Context: an optimization exercise on an open-source flow, tuned for small area. The choices shown serve that exercise and are no tape-out recipe. Function was checked by simulation only, so behaviour that the tests miss may differ from the original. Power and IR drop assume default switching activity.

<file path="flow/config.mk">
export PLATFORM = sky130hd
export DESIGN_NAME = xmodem_rx
export DESIGN_NICKNAME = xmodem_rx
export VERILOG_FILES = /design/flow/design.v
export SDC_FILE = /design/flow/constraint.sdc
export NUM_CORES = 4
export LEC_CHECK = 0
export CAP_MARGIN = 20
export CORE_MARGIN = 2
export CORE_UTILIZATION = 40
export SLEW_MARGIN = 20
</file>
<file path="flow/constraint.sdc">
create_clock -name core_clock -period 8.0 [get_ports {clk}]
set_input_delay 1.6000 -clock core_clock [delete_from_list [all_inputs] [get_ports {clk}]]
set_output_delay 1.6000 -clock core_clock [all_outputs]
set_load 0.01 [all_outputs]
</file>
<file path="flow/design.v">
module xr_fifo #(
    parameter W     = 8,
    parameter DEPTH = 4,
    parameter AW    = 2
) (
    input  wire           clk,
    input  wire           rst,
    input  wire [1:0]     push_n,    
    input  wire [W-1:0]   push_d0,
    input  wire [W-1:0]   push_d1,
    input  wire [W-1:0]   push_d2,
    input  wire           pop,
    output wire           empty,
    output wire [AW:0]    count,
    output wire [W-1:0]   head
);
    reg [W-1:0]  mem [0:DEPTH-1];
    reg [AW-1:0] rd_ptr;
    reg [AW-1:0] wr_ptr;
    reg [AW:0]   cnt;
    wire do_pop = pop && (cnt != 0);
    assign empty = (cnt == 0);
    assign count = cnt;
    assign head  = mem[rd_ptr];
    always @(posedge clk) begin
        if (rst) begin
            rd_ptr <= 0;
            wr_ptr <= 0;
            cnt    <= 0;
        end else begin
            if (push_n >= 2'd1) mem[wr_ptr]          <= push_d0;
            if (push_n >= 2'd2) mem[wr_ptr + 1'b1]   <= push_d1;
            if (push_n >= 2'd3) mem[wr_ptr + 2'd2]   <= push_d2;
            wr_ptr <= wr_ptr + push_n;
            if (do_pop) rd_ptr <= rd_ptr + 1'b1;
            cnt <= cnt + push_n - do_pop;
        end
    end
endmodule
module xr_rxring #(
    parameter CAP = 16,
    parameter AW  = 4
) (
    input  wire       clk,
    input  wire       rst,
    input  wire       push,
    input  wire [7:0] push_d,
    input  wire       consume,      
    input  wire       clr_ovf,      
    output wire       nonempty,
    output wire [7:0] head,
    output reg        overflow
);
    reg [7:0]    buf_mem [0:CAP-1];
    reg [AW-1:0] rd_off;
    reg [AW-1:0] wr_off;
    wire [AW-1:0] wr_next = (wr_off == CAP - 1) ? {AW{1'b0}} : wr_off + 1'b1;
    wire [AW-1:0] rd_next = (rd_off == CAP - 1) ? {AW{1'b0}} : rd_off + 1'b1;
    wire          full    = (wr_next == rd_off);
    assign nonempty = (rd_off != wr_off);
    assign head     = buf_mem[rd_off];
    always @(posedge clk) begin
        if (rst) begin
            rd_off   <= 0;
            wr_off   <= 0;
            overflow <= 1'b0;
        end else begin
            if (clr_ovf) overflow <= 1'b0;
            if (push) begin
                if (full) begin
                    overflow <= 1'b1;
                end else begin
                    buf_mem[wr_off] <= push_d;
                    wr_off          <= wr_next;
                end
            end
            if (consume) rd_off <= rd_next;
        end
    end
endmodule
module xmodem_rx #(
    parameter [7:0]  MAX_RETRIES = 8'd10,
    parameter [31:0] TIMEOUT     = 32'd200
) (
    input  wire        clk,
    input  wire        rst,
    input  wire        rx_valid,
    input  wire [7:0]  rx_data,
    output wire        tx_valid,
    output wire [7:0]  tx_data,
    input  wire        tx_pop,
    input  wire        tick,
    input  wire        cmd_valid,
    input  wire [7:0]  cmd_op,
    input  wire [7:0]  cmd_arg,
    output reg         rsp_valid,
    output reg  [1:0]  rsp_status,
    output reg  [31:0] rsp_data,
    output reg         buf_we,
    output reg  [9:0]  buf_addr,
    output reg  [7:0]  buf_wdata,
    output wire        irq
);
    localparam [3:0] S_IDLE = 4'd0, S_WAIT_HEADER = 4'd1, S_WAIT_SEQ = 4'd2,
                     S_WAIT_CSEQ = 4'd3, S_RECEIVE_DATA = 4'd4, S_DONE = 4'd5,
                     S_CANCELLED = 4'd6, S_FAILED = 4'd7;
    localparam [7:0] OP_REG_READ = 8'h01, OP_EV_POP = 8'h03, OP_XR_START = 8'h20,
                     OP_XR_CANCEL = 8'h21, OP_XR_CLR_OVF = 8'h22;
    localparam [1:0] ST_OK = 2'd0, ST_BUSY = 2'd1, ST_INVALID = 2'd2, ST_EMPTY = 2'd3;
    localparam [7:0] EV_FRAME = 8'h20, EV_DONE = 8'h21, EV_CANCELLED = 8'h22,
                     EV_BAD_MESSAGE = 8'h23, EV_TIMEOUT = 8'h24;
    localparam [7:0] B_SOH = 8'h01, B_STX = 8'h02, B_EOT = 8'h04, B_ACK = 8'h06,
                     B_NAK = 8'h15, B_CAN = 8'h18, B_C = 8'h43;
    localparam TXQ_CAP = 4;
    localparam EVQ_CAP = 4;
    reg [3:0]  state;
    reg        mode;
    reg        first;
    reg [7:0]  expected_seq;
    reg [7:0]  rx_seq;
    reg        size_1k;
    reg [10:0] count;
    reg [1:0]  tcount;
    reg [7:0]  trailer0;
    reg [7:0]  retry;
    reg [31:0] timer;
    reg [15:0] crc_acc;       
    reg [7:0]  sum_acc;       
    reg        tick_pend;
    wire       ring_nonempty;
    wire [7:0] ring_head;
    wire       rx_overflow;
    wire [2:0] txq_count;
    wire       txq_empty;
    wire [7:0] txq_head;
    wire [2:0]  evq_count;
    wire        evq_empty;
    wire [31:0] evq_head;
    wire [2:0] tx_room = TXQ_CAP - txq_count;
    wire [2:0] ev_room = EVQ_CAP - evq_count;
    function [15:0] step_ccitt;
        input [15:0] c;
        input [7:0]  b;
        integer i;
        reg [15:0] x;
        begin
            x = c ^ {b, 8'h00};
            for (i = 0; i < 8; i = i + 1)
                x = x[15] ? ((x << 1) ^ 16'h1021) : (x << 1);
            step_ccitt = x;
        end
    endfunction
    function is_active;
        input [3:0] s;
        is_active = (s == S_WAIT_HEADER) || (s == S_WAIT_SEQ) ||
                    (s == S_WAIT_CSEQ) || (s == S_RECEIVE_DATA);
    endfunction
    reg [3:0]  n_state;
    reg        n_mode;
    reg        n_first;
    reg [7:0]  n_expected_seq;
    reg [7:0]  n_rx_seq;
    reg        n_size_1k;
    reg [10:0] n_count;
    reg [1:0]  n_tcount;
    reg [7:0]  n_trailer0;
    reg [7:0]  n_retry;
    reg [31:0] n_timer;
    reg [15:0] n_crc_acc;
    reg [7:0]  n_sum_acc;
    reg [1:0]  tx_push_n;
    reg [7:0]  tx_push_b;
    reg        ev_push;
    reg [31:0] ev_rec;
    reg        ev_pop;
    reg        clr_ovf;
    reg        consume;
    reg        tick_done;
    reg        n_buf_we;
    reg        n_rsp_valid;
    reg [1:0]  n_rsp_status;
    reg [31:0] n_rsp_data;
    reg        byte_held;
    reg        tick_held;
    reg        check_ok;
    reg [10:0] frame_n;
    reg [1:0]  trail_n;
    reg [7:0]  b;
    wire [31:0] reg_xr_status = {rx_seq, retry, expected_seq, (timer != 32'd0),
                                 rx_overflow, first, mode, state};
    wire [31:0] reg_xr_count  = {17'd0, txq_empty, size_1k, tcount, count};
    task fail_path;
        begin
            if (retry == MAX_RETRIES) begin
                if (ev_room < 1) byte_held = 1'b1;
                else begin
                    ev_push = 1'b1;
                    ev_rec  = {16'd0, expected_seq, EV_BAD_MESSAGE};
                    n_state = S_FAILED;
                end
            end else begin
                if (tx_room < 1) byte_held = 1'b1;
                else begin
                    n_retry   = retry + 8'd1;
                    tx_push_n = 2'd1;
                    tx_push_b = (first && mode) ? B_C : B_NAK;
                    n_state   = S_WAIT_HEADER;
                end
            end
        end
    endtask
    task eot_done;
        begin
            if (tx_room < 1 || ev_room < 1) byte_held = 1'b1;
            else begin
                tx_push_n = 2'd1;
                tx_push_b = B_ACK;
                ev_push   = 1'b1;
                ev_rec    = {16'd0, expected_seq - 8'd1, EV_DONE};
                n_state   = S_DONE;
            end
        end
    endtask
    task can_cancel;
        begin
            if (ev_room < 1) byte_held = 1'b1;
            else begin
                ev_push = 1'b1;
                ev_rec  = {16'd0, expected_seq, EV_CANCELLED};
                n_state = S_CANCELLED;
            end
        end
    endtask
    always @(*) begin
        n_state        = state;
        n_mode         = mode;
        n_first        = first;
        n_expected_seq = expected_seq;
        n_rx_seq       = rx_seq;
        n_size_1k      = size_1k;
        n_count        = count;
        n_tcount       = tcount;
        n_trailer0     = trailer0;
        n_retry        = retry;
        n_timer        = timer;
        n_crc_acc      = crc_acc;
        n_sum_acc      = sum_acc;
        tx_push_n      = 2'd0;
        tx_push_b      = 8'h00;
        ev_push        = 1'b0;
        ev_rec         = 32'd0;
        ev_pop         = 1'b0;
        clr_ovf        = 1'b0;
        consume        = 1'b0;
        tick_done      = 1'b0;
        n_buf_we       = 1'b0;
        n_rsp_valid    = 1'b0;
        n_rsp_status   = ST_OK;
        n_rsp_data     = 32'd0;
        byte_held      = 1'b0;
        tick_held      = 1'b0;
        check_ok       = 1'b0;
        frame_n        = size_1k ? 11'd1024 : 11'd128;
        trail_n        = mode ? 2'd2 : 2'd1;
        b              = ring_head;
        if (cmd_valid) begin
            n_rsp_valid = 1'b1;
            case (cmd_op)
                OP_REG_READ: begin
                    case (cmd_arg)
                        8'h03:   n_rsp_data = reg_xr_status;
                        8'h04:   n_rsp_data = reg_xr_count;
                        8'h05:   n_rsp_data = timer;
                        default: n_rsp_status = ST_INVALID;
                    endcase
                end
                OP_EV_POP: begin
                    if (cmd_arg != 8'd1) n_rsp_status = ST_INVALID;
                    else if (evq_empty)  n_rsp_status = ST_EMPTY;
                    else begin
                        n_rsp_data = evq_head;
                        ev_pop     = 1'b1;
                    end
                end
                OP_XR_START: begin
                    if (cmd_arg > 8'd1)          n_rsp_status = ST_INVALID;
                    else if (is_active(state))   n_rsp_status = ST_BUSY;
                    else if (tx_room < 1)        n_rsp_status = ST_BUSY;
                    else begin
                        n_mode         = cmd_arg[0];
                        n_first        = 1'b1;
                        n_expected_seq = 8'h01;
                        n_retry        = 8'd0;
                        n_rx_seq       = 8'd0;
                        n_size_1k      = 1'b0;
                        n_count        = 11'd0;
                        n_tcount       = 2'd0;
                        tx_push_n      = 2'd1;
                        tx_push_b      = cmd_arg[0] ? B_C : B_NAK;
                        n_state        = S_WAIT_HEADER;
                        n_timer        = TIMEOUT;
                    end
                end
                OP_XR_CANCEL: begin
                    if (!is_active(state))  n_rsp_status = ST_INVALID;
                    else if (tx_room < 3)   n_rsp_status = ST_BUSY;
                    else begin
                        tx_push_n = 2'd3;
                        tx_push_b = B_CAN;
                        n_state   = S_CANCELLED;
                        n_timer   = 32'd0;
                    end
                end
                OP_XR_CLR_OVF: begin
                    clr_ovf = 1'b1;
                end
                default: n_rsp_status = ST_INVALID;
            endcase
        end else begin
            if (tick_pend) begin
                if (timer == 32'd0) begin
                    tick_done = 1'b1;
                end else if (timer > 32'd1) begin
                    n_timer   = timer - 32'd1;
                    tick_done = 1'b1;
                end else if (ev_room < 1) begin
                    tick_held = 1'b1;
                end else begin
                    n_timer   = 32'd0;
                    ev_push   = 1'b1;
                    ev_rec    = {16'd0, expected_seq, EV_TIMEOUT};
                    n_state   = S_FAILED;
                    tick_done = 1'b1;
                end
            end
            if (!tick_done && ring_nonempty) begin
                case (state)
                    S_WAIT_HEADER: begin
                        case (b)
                            B_SOH: begin
                                n_size_1k = 1'b0; n_count = 11'd0; n_tcount = 2'd0;
                                n_state   = S_WAIT_SEQ;
                            end
                            B_STX: begin
                                n_size_1k = 1'b1; n_count = 11'd0; n_tcount = 2'd0;
                                n_state   = S_WAIT_SEQ;
                            end
                            B_EOT:   eot_done;
                            B_CAN:   can_cancel;
                            default: ;    
                        endcase
                    end
                    S_WAIT_SEQ: begin
                        n_rx_seq = b;
                        n_state  = S_WAIT_CSEQ;
                    end
                    S_WAIT_CSEQ: begin
                        if (b == ~rx_seq) begin
                            n_count   = 11'd0;
                            n_tcount  = 2'd0;
                            n_crc_acc = 16'h0000;
                            n_sum_acc = 8'h00;
                            n_state   = S_RECEIVE_DATA;
                        end else begin
                            case (b)
                                B_CAN:   can_cancel;
                                B_EOT:   eot_done;
                                B_ACK:   n_state = S_WAIT_HEADER;
                                default: fail_path;
                            endcase
                        end
                    end
                    S_RECEIVE_DATA: begin
                        if (count < frame_n) begin
                            n_buf_we  = 1'b1;
                            n_count   = count + 11'd1;
                            n_crc_acc = step_ccitt(crc_acc, b);
                            n_sum_acc = sum_acc + b;
                        end else begin
                            if (tcount == 2'd0) n_trailer0 = b;
                            n_tcount = tcount + 2'd1;
                            if (tcount + 2'd1 == trail_n) begin
                                if (mode) check_ok = ({trailer0, b} == crc_acc);
                                else      check_ok = (b == sum_acc);
                                n_count  = 11'd0;
                                n_tcount = 2'd0;
                                if (rx_seq == expected_seq && check_ok) begin
                                    if (tx_room < 1 || ev_room < 1) byte_held = 1'b1;
                                    else begin
                                        ev_push        = 1'b1;
                                        ev_rec         = {5'd0, frame_n, rx_seq, EV_FRAME};
                                        n_expected_seq = expected_seq + 8'd1;
                                        n_retry        = 8'd0;
                                        n_first        = 1'b0;
                                        tx_push_n      = 2'd1;
                                        tx_push_b      = B_ACK;
                                        n_state        = S_WAIT_HEADER;
                                    end
                                end else begin
                                    fail_path;
                                end
                            end
                        end
                    end
                    default: ;    
                endcase
                if (byte_held) begin
                    n_state        = state;
                    n_first        = first;
                    n_expected_seq = expected_seq;
                    n_rx_seq       = rx_seq;
                    n_size_1k      = size_1k;
                    n_count        = count;
                    n_tcount       = tcount;
                    n_trailer0     = trailer0;
                    n_retry        = retry;
                    n_crc_acc      = crc_acc;
                    n_sum_acc      = sum_acc;
                    tx_push_n      = 2'd0;
                    ev_push        = 1'b0;
                    n_buf_we       = 1'b0;
                end else begin
                    consume = 1'b1;
                    n_timer = is_active(n_state) ? TIMEOUT : 32'd0;
                end
            end
        end
    end
    always @(posedge clk) begin
        if (rst) begin
            state        <= S_IDLE;
            mode         <= 1'b0;
            first        <= 1'b1;
            expected_seq <= 8'h01;
            rx_seq       <= 8'd0;
            size_1k      <= 1'b0;
            count        <= 11'd0;
            tcount       <= 2'd0;
            trailer0     <= 8'd0;
            retry        <= 8'd0;
            timer        <= 32'd0;
            crc_acc      <= 16'd0;
            sum_acc      <= 8'd0;
            tick_pend    <= 1'b0;
            rsp_valid    <= 1'b0;
            rsp_status   <= ST_OK;
            rsp_data     <= 32'd0;
            buf_we       <= 1'b0;
            buf_addr     <= 10'd0;
            buf_wdata    <= 8'd0;
        end else begin
            state        <= n_state;
            mode         <= n_mode;
            first        <= n_first;
            expected_seq <= n_expected_seq;
            rx_seq       <= n_rx_seq;
            size_1k      <= n_size_1k;
            count        <= n_count;
            tcount       <= n_tcount;
            trailer0     <= n_trailer0;
            retry        <= n_retry;
            timer        <= n_timer;
            crc_acc      <= n_crc_acc;
            sum_acc      <= n_sum_acc;
            tick_pend    <= (tick_pend && !tick_done) || tick;
            rsp_valid    <= n_rsp_valid;
            rsp_status   <= n_rsp_status;
            rsp_data     <= n_rsp_data;
            buf_we       <= n_buf_we;
            buf_addr     <= count[9:0];
            buf_wdata    <= ring_head;
        end
    end
    xr_rxring #(.CAP(16), .AW(4)) u_ring (
        .clk      (clk),
        .rst      (rst),
        .push     (rx_valid),
        .push_d   (rx_data),
        .consume  (consume),
        .clr_ovf  (clr_ovf),
        .nonempty (ring_nonempty),
        .head     (ring_head),
        .overflow (rx_overflow)
    );
    xr_fifo #(.W(8), .DEPTH(TXQ_CAP), .AW(2)) u_txq (
        .clk     (clk),
        .rst     (rst),
        .push_n  (tx_push_n),
        .push_d0 (tx_push_b),
        .push_d1 (tx_push_b),
        .push_d2 (tx_push_b),
        .pop     (tx_pop),
        .empty   (txq_empty),
        .count   (txq_count),
        .head    (txq_head)
    );
    xr_fifo #(.W(32), .DEPTH(EVQ_CAP), .AW(2)) u_evq (
        .clk     (clk),
        .rst     (rst),
        .push_n  ({1'b0, ev_push}),
        .push_d0 (ev_rec),
        .push_d1 (32'd0),
        .push_d2 (32'd0),
        .pop     (ev_pop),
        .empty   (evq_empty),
        .count   (evq_count),
        .head    (evq_head)
    );
    assign tx_valid = !txq_empty;
    assign tx_data  = txq_head;
    assign irq      = !evq_empty;
endmodule
</file>
<file path="flow/run.sh">
#!/bin/bash
# synth_recipe.tcl (not shown) runs the flow's synth.tcl, then flattens the netlist and writes it again
# the make line also repeats each setting of config.mk as NAME=value (left out here)
make -C /OpenROAD-flow-scripts/flow DESIGN_CONFIG=/design/flow/config.mk WORK_HOME=/design/flow/orfs CLKGATE_MAP_FILE= SYNTH_SCRIPT=/design/flow/synth_recipe.tcl finish
</file>
==> run summary <==
[placed cells by master (no fill, tap or decap), types with 59 or more instances in the layout]
cell and count:
inv_1 59, nor2_1 227, dfxtp_1 193, edfxtp_1 208
mux2i_1 81, o21ai_0 70, nand2_1 150, a21oi_1 124
xnor2_1 68, clkdlybuf4s50_1 90, nand3_1 63
[cells by family (layout without fill, tap and decap cells)]
kind of cell	after synthesis	count (layout)	share of synthesized area (%)
AOI/OAI and AO/OA	454	454	15.8
xor gates and xnor gates	94	94	4.10
adders and majority gates	36	36	2.35
buffers and inverters	182	256	4.00
DFF	402	402	50.5
muxes	109	109	7.03
other	1	3	0.0187
and+or+nand+nor	671	671	16.3
[state kept, by name (all words and copies together) (netlist names), 4 cells and up, named ones only]
name and cells:
u_ring.buf_mem 128, u_evq.mem 56, rsp_data 32, timer 32, u_txq.mem 24, crc_acc 16
count 11, buf_addr 10, buf_wdata 8, expected_seq 8, retry 8, rx_seq 8
sum_acc 8, trailer0 8, state 4, u_ring.rd_off 4, u_ring.wr_off 4
[stage by stage]
step | area, sq um | util [%] | power (W) | setup slack, ps
after detailed placement | 21400 | 43.0 | 0.00326 | 1910
after CTS | 23000 | 46.0 | 0.00540 | 1890
after global routing | 23000 | 46.1 | 0.00560 | 1440
final | 23000 | 46.1 | 0.00538 | 1850
after global placement | 21400 | 43.0 | 0.00325 | 1990
after floorplan | 20100 | - | 0.00298 | 3180
[tightest hold or removal path: cells and delay by family (launching register included)]
family,cells,cell delay [ps]
simple gates,1,50
compound gates,1,50
flops,1,310
[report_power, final]
group,internal [W],switching (W)
combinational,0.000338,0.000618
clock,0.00131,0.000835
sequential,0.00221,0.0000770
total,0.00385,0.00153
[cell type report]
cell class	instances	area, sq um	share of cell area (%)
Clock buffer	54	1180	5.14
Multi-Input combinational cell	1366	9150	39.8
Tap cell	672	841	3.66
Inverter	61	229	0.997
Sequential cell	402	10100	44.1
Timing Repair Buffer	116	1100	4.77
Antenna cell	1	2.50	0.0109
Clock inverter	25	338	1.47
[worst paths after layout]
kind              slack, ps               startpoint                       to  depth (start not counted)
setup / recovery       1850                 register  u_txq.cnt[2]$_SDFF_PP0_                         21
hold / removal          460  sum_acc[2]$_SDFFE_PP0P_  sum_acc[2]$_SDFFE_PP0P_                          2
setup reg to reg       1850                 register  u_txq.cnt[2]$_SDFF_PP0_                         21
hold reg to reg         460  sum_acc[2]$_SDFFE_PP0P_  sum_acc[2]$_SDFFE_PP0P_                          2
[Yosys cell counts (7+ instances only)]
| library cell | number |
|---|---|
| a211oi_1 | 14 |
| nand4_1 | 22 |
| o211ai_1 | 14 |
| or3_1 | 17 |
| ha_1 | 32 |
| a22oi_1 | 42 |
| nand4b_1 | 9 |
| nor2_1 | 227 |
| clkbuf_1 | 82 |
| o21a_1 | 7 |
| and2_1 | 14 |
| o31ai_1 | 14 |
| buf_2 | 15 |
| o22ai_1 | 17 |
| a21oi_1 | 124 |
| mux2i_1 | 81 |
| nor3b_1 | 7 |
| buf_1 | 8 |
| and3_1 | 21 |
| dfxtp_1 | 194 |
| nor2b_1 | 27 |
| nand2_1 | 150 |
| xnor2_1 | 68 |
| nand3_1 | 63 |
| a31oi_1 | 18 |
| o21ai_0 | 70 |
| nor3_1 | 41 |
| mux4_2 | 25 |
| nand2b_1 | 12 |
| a311oi_1 | 14 |
| o221ai_1 | 8 |
| a21o_1 | 16 |
| and4_1 | 7 |
| inv_1 | 59 |
| or4_1 | 7 |
| a22o_1 | 20 |
| nor4_1 | 19 |
| xor2_1 | 26 |
| edfxtp_1 | 208 |
[metal layers]
layer	vias to the layer above	track usage [%]
met5	-	0
li1	7301	-
met2	666	37.0
met1	7604	29.4
met4	0	9.40
met3	131	4.25
==> results_dict.tcl <==
set metrics [dict create \
    outcome "finished clean" \
    initial_utilization_pct 40.2 \
    drt-vias-per-instance 5.82 \
    grt_pass1_vias 15243 \
    clk_path_buf_depth 3 \
    grt_max_degree 72 \
    clock_latency_ps 580 \
    wl_met2_mm 28.1 \
    ios 94 \
    fin_cells 2697 \
    crit_path_start_kind "register" \
    hp-class "register to register" \
    crit_top_cell "inv_1" \
    place_congestion 0.938 \
    fp.dieH_um 228 \
    fin_crit_sh_pct 76.9 \
    fin_tns_setup_ps 0 \
    core_area_sq_um 49900 \
    num_vias 15702 \
    syn2layout_area_growth_pct 14.5 \
    grt_usage_pct 22.6 \
    ir_worst_vdd_mv 0.144 \
    syn-mean-instance-area_sq_um 10.3 \
    cp_data_required_time_ps 8430 \
    cpMaxStageDelayCell "dfxtp_4" \
    drive_gt1_share_pct 8.20 \
    antenna_found_initial 1 \
    yosysTopAreaCell "edfxtp_1" \
    syn_inst 1949 \
    synth-edff-count 208 \
    netlist_area_sq_um 20100 \
    worst_slew_pin_slew_ps 1110 \
    routed_wl_mm 59.4 \
    io_buffers 91 \
    rows 82 \
    cts.sinks 402 \
    postCtsResizedCells 0 \
    synth_ff_type "edfxtp_1" \
    critPathMaxFanout 42 \
    post_drt_wl_per_cell_um 22.0 \
    hold_slack_ps 460 \
    fp.dieW_um 228 \
    synth-async-reset-ratio_pct 0 \
    n_fill_cell 4701 \
    slowest_delay_ps 840 \
    dp_cells 2617 \
    fin_crit_ps 6150 \
    cts_setup_buffers 0 \
    drt-met1-wl_mm 25.0 \
    path_buf_inv 5 \
    critPathKind "register to register" \
    cap_violations 0 \
    yosysWarnings 4 \
    worstPathCellList "buf_4 -> mux2i_1 -> a22oi_1 -> a21oi_2 -> inv_1 -> ha_1 -> nor4_1 -> nand4_1 -> nand2_1 -> o21ai_0 -> a211oi_1 -> o21ai_2 -> inv_1 -> ha_1 -> inv_1 -> ha_1 -> inv_1 -> fa_1 -> xnor2_1 -> xnor2_1 -> nor2_1" \
    final_nets 2055 \
    clkSlewWorstSetupHoldPaths_ps 60 \
    grt_overflow 0 \
    rsz0062_at_grt "false" \
    cts_root_buf "clkbuf_16" \
    ant_nets 0 \
    top_layer "met4" \
    crit_path_end_kind "register" \
    p_leak_nw 7.70 \
    cts_made_buffers 43 \
    first_pass_iters 5 \
    htreeDepth 2 \
    hold_viol 0 \
    power-per-cell-area_nw_per_um2 234 \
    wl_met3_mm 3.96 \
    synth_top_cells_by_area "edfxtp_1 (31%), dfxtp_1 (19%), nor2_1 (4.2%)" \
    finClkSkew_ps 19.9 \
    synth-seq-cells 402 \
    grt_pass1_wl_mm 91.9 \
    arrival_ps 6580 \
    dieArea_sq_um 52000 \
    drv_slew 0 \
    cts_tree "yes" \
    setup_violations 0 \
    ys_seq_area_share_pct 50.5 \
    relSlewSlack_pct 25.8 \
    crit_family "compound AO/OA/AOI/OAI gates" \
    hpwl_mm 42.3 \
    ys_types 96 \
    drc 0 \
    fmax_mhz 163 \
    drt-initial-drc-count 1388 \
    synth_top_area_share_pct 31.1 \
    hold_buffers 0 \
]

## static timing again, ports no longer ideal
Ports are ideal in the flow. The routed layout listed here was re-timed in OpenROAD. Step 1: set_driving_cell puts a clkbuf_16 on clk and a buf_2 on each other input, an assumption about the parent block. Step 2 moves the port delays by t, midway between the first and last clock arrival at a register: inputs arrive t later, outputs are due t later. That takes back most of the time a late clock gives input paths. a / b / c = ideal ports / drivers / drivers and shift; a / b = the first two.
t (ns): 0.621
slack for setup (ns): 1.851 / 1.851 / 1.851
hold slack, ns: 0.460 / 0.460 / 0.460
pins driven straight from the clock port: 1
After both steps this run still meets setup and hold. For this run, drivers alone change the setup slack by 0.000 ns; drivers and shift together by 0.000 ns.
